This design comes from an exercise in tuning for small area, a short achievable clock period and few clock cycles per item on the open sky130 flow, not from production work. Only simulation tests tie the RTL to the original design; equivalence was not proved. Power figures rest on the tool's default switching activity, not on a simulated workload.

## rc_rx
module rc_rx (
    input  wire        clk,
    input  wire        rst,
    input  wire        ev_valid,
    output wire        ev_ready,
    input  wire [15:0] ev_dt,
    input  wire        ev_edge,
    input  wire [7:0]  cfg_tol,      
    input  wire        cfg_in_en,    
    input  wire        clr_valid,    
    output reg         res_valid,
    output reg  [31:0] res_value,
    output reg  [7:0]  res_len,
    output reg  [31:0] res_unit,
    output reg  [2:0]  res_proto
);
Size: roughly 1500 flip-flops, about 110 I/O pins, about 69000 µm² of cells after synthesis.
==> flow/config.mk <==
export PLATFORM = sky130hd
export DESIGN_NAME = rc_rx
export DESIGN_NICKNAME = rc_rx
export VERILOG_FILES = /design/flow/design.v
export SDC_FILE = /design/flow/constraint.sdc
export NUM_CORES = 4
export LEC_CHECK = 0
export CAP_MARGIN = 20
export CORE_MARGIN = 2
export CORE_UTILIZATION = 40
export CTS_CLUSTER_DIAMETER = 40
export CTS_CLUSTER_SIZE = 40
export SLEW_MARGIN = 20
==> flow/constraint.sdc <==
create_clock -name core_clock -period 20.0 [get_ports {clk}]
set_input_delay 4.0000 -clock core_clock [delete_from_list [all_inputs] [get_ports {clk}]]
set_output_delay 4.0000 -clock core_clock [all_outputs]
set_load 0.01 [all_outputs]
standard.sh (not shown) runs the stock make flow with config.mk's settings and CLKGATE_MAP_FILE= SYNTH_SCRIPT=/design/flow/synth_recipe.tcl, a recipe that flattens the netlist after the stock synthesis.
==> flow/flow/run.sh <==
#!/bin/bash
# The standard layout, with one change: the buffers that ORFS puts on
# every input and output port are buf_4 cells instead of the slow delay
# buffer buffer_ports picks by default. Everything else is standard.sh.
set -euo pipefail
export BUFFER_PORTS_ARGS="-buffer_cell sky130_fd_sc_hd__buf_4"
bash standard.sh > standard.log 2>&1
Testbench counts at the start, summed over its fixed seeds: cycles 23,025, events 22,061.
==> next run, changes <==
Settings changed: CORE_UTILIZATION 40 to 60, CTS_CLUSTER_DIAMETER 40 to 60, CTS_CLUSTER_SIZE 40 to 30.
Setup slack improved by 0.41 ns.
Die area is lower by 33%.
Clock-buffer cell count is lower by 92.
Area after synthesis stays the same.
==> next run, changes <==
Settings changed: CORE_UTILIZATION 60 to 40.
Result: Cell area rose by 0.79%; area after synthesis does not change; combinational power stays flat; global-route usage goes down by 8.7 points; setup slack loses 0.39 ns; total power falls by 2.1%; wire length went up by 4.3%.
==> next run, changes <==
Settings changed: CTS_CLUSTER_DIAMETER 60 to default, CTS_CLUSTER_SIZE 30 to default.
=>
- final cell count went up by 0.78%
- power went up by 6.4%
- non-clock buffer count does not change
- setup slack improved by 0.019 ns

---

Another version of the RTL of rc_rx (not shown whole).
Size in the first run: ~5400 cells after synthesis.
clock: 20.0 ns
lec_check: 0
cap_margin: 20
core_margin: 2
core_utilization: 40
slew_margin: 20
Scripts as last shown in full above: flow/flow/run.sh
Testbench counts at the start, summed over its fixed seeds: cycles 22,743, events 22,061.
Next try:
==> flow/run.sh (new file) <==
#!/bin/bash
# synth_recipe.tcl (not shown) runs the flow's synth.tcl, then flattens the netlist and writes it again
# the make line also repeats each setting of config.mk as NAME=value (left out here)
make -C /OpenROAD-flow-scripts/flow DESIGN_CONFIG=/design/flow/config.mk WORK_HOME=/design/flow/orfs CLKGATE_MAP_FILE= SYNTH_SCRIPT=/design/flow/synth_recipe.tcl finish
removed: flow/flow/run.sh
removed: flow/standard.sh
The changed run completed with no timing, DRC or antenna violations.
Hold slack got worse by 0.010 ns.
Setup slack got worse by 0.15 ns.
Global-route usage barely changes.
Non-clock buffer count is lower by 5.
Die area is unchanged.
Clock skew is lower by 0.023 ns.
Cell count stays flat.
Total power is lower by 1.5%.

---

rc_rx, a different RTL version from the one above (not shown whole).
For scale: about 5,500 cells after synthesis, about 110 I/O pins, about 71,000 um^2 of cells after synthesis.
Settings: LEC_CHECK=0, CAP_MARGIN=20, CORE_MARGIN=2, CORE_UTILIZATION=65, CTS_BUF_LIST=sky130_fd_sc_hd__clkbuf_4, SLEW_MARGIN=20; clock period 20.0 ns.
run.sh (not shown) runs the stock make flow with config.mk's settings and CLKGATE_MAP_FILE= SYNTH_SCRIPT=/design/flow/synth_recipe.tcl, a recipe that flattens the netlist after the stock synthesis.
Stock flow here: none of the scripts above is used.
Testbench counts at the start, summed over its fixed seeds: cycles 23,186, events 22,061.
Change:
Settings changed: CORE_UTILIZATION 65 to 40, CTS_BUF_LIST sky130_fd_sc_hd__clkbuf_4 to default.
=> Core utilization is lower by 27 points; cell count is higher by 7.3%; combinational power is higher by about 0.5%; routed wire length is higher by 3.4%.
Change:
Settings changed: CORE_UTILIZATION 40 to 65.
Outcome:
- The new run finished clean
- sequential power hardly moves
- final area decreases slightly
- clock power climbs slightly

static timing again, ports no longer ideal:
In the flow no input, the clock included, has a driving cell. The finished layouts below were timed again as built, in two steps. Step 1: set_driving_cell puts a clkbuf_16 on clk and a buf_2 on each other input, an assumption about the parent block. Step 2 moves the port delays by t, midway between the first and last clock arrival at a register: inputs arrive t later, outputs are due t later. That takes back most of the time a late clock gives input paths. Three values: no drivers, after step 1, after step 2; two values: the first two.
run	t (ns)	setup slack, ns	slew at the worst register clock pin (ns)	cell pins on the clock port's net
the first run of note 1	0.871	14.260 / 14.184 / 14.055	0.07 / 0.07	1
the second run of note 1	0.783	14.671 / 14.598 / 14.070	0.10 / 0.10	1
the third run of note 1	0.819	14.282 / 14.206 / 14.095	0.10 / 0.10	1
the fourth run of note 1	0.845	14.301 / 14.228 / 14.073	0.06 / 0.06	1
the first run of note 2	0.877	14.020 / 14.020 / 13.907	0.06 / 0.06	1
the second run of note 2	0.859	13.872 / 13.872 / 13.819	0.07 / 0.07	1
the first run of note 3	1.212	13.820 / 13.742 / 13.834	0.08 / 0.08	1
the second run of note 3	0.873	14.044 / 13.962 / 13.664	0.06 / 0.06	1
the third run of note 3	0.834	14.026 / 14.026 / 13.774	0.07 / 0.07	1
After both steps setup and hold are still met in every run listed. The setup slack of the second run of note 1, which loses most, moves by -0.073 ns with the drivers and by -0.601 ns with both steps.
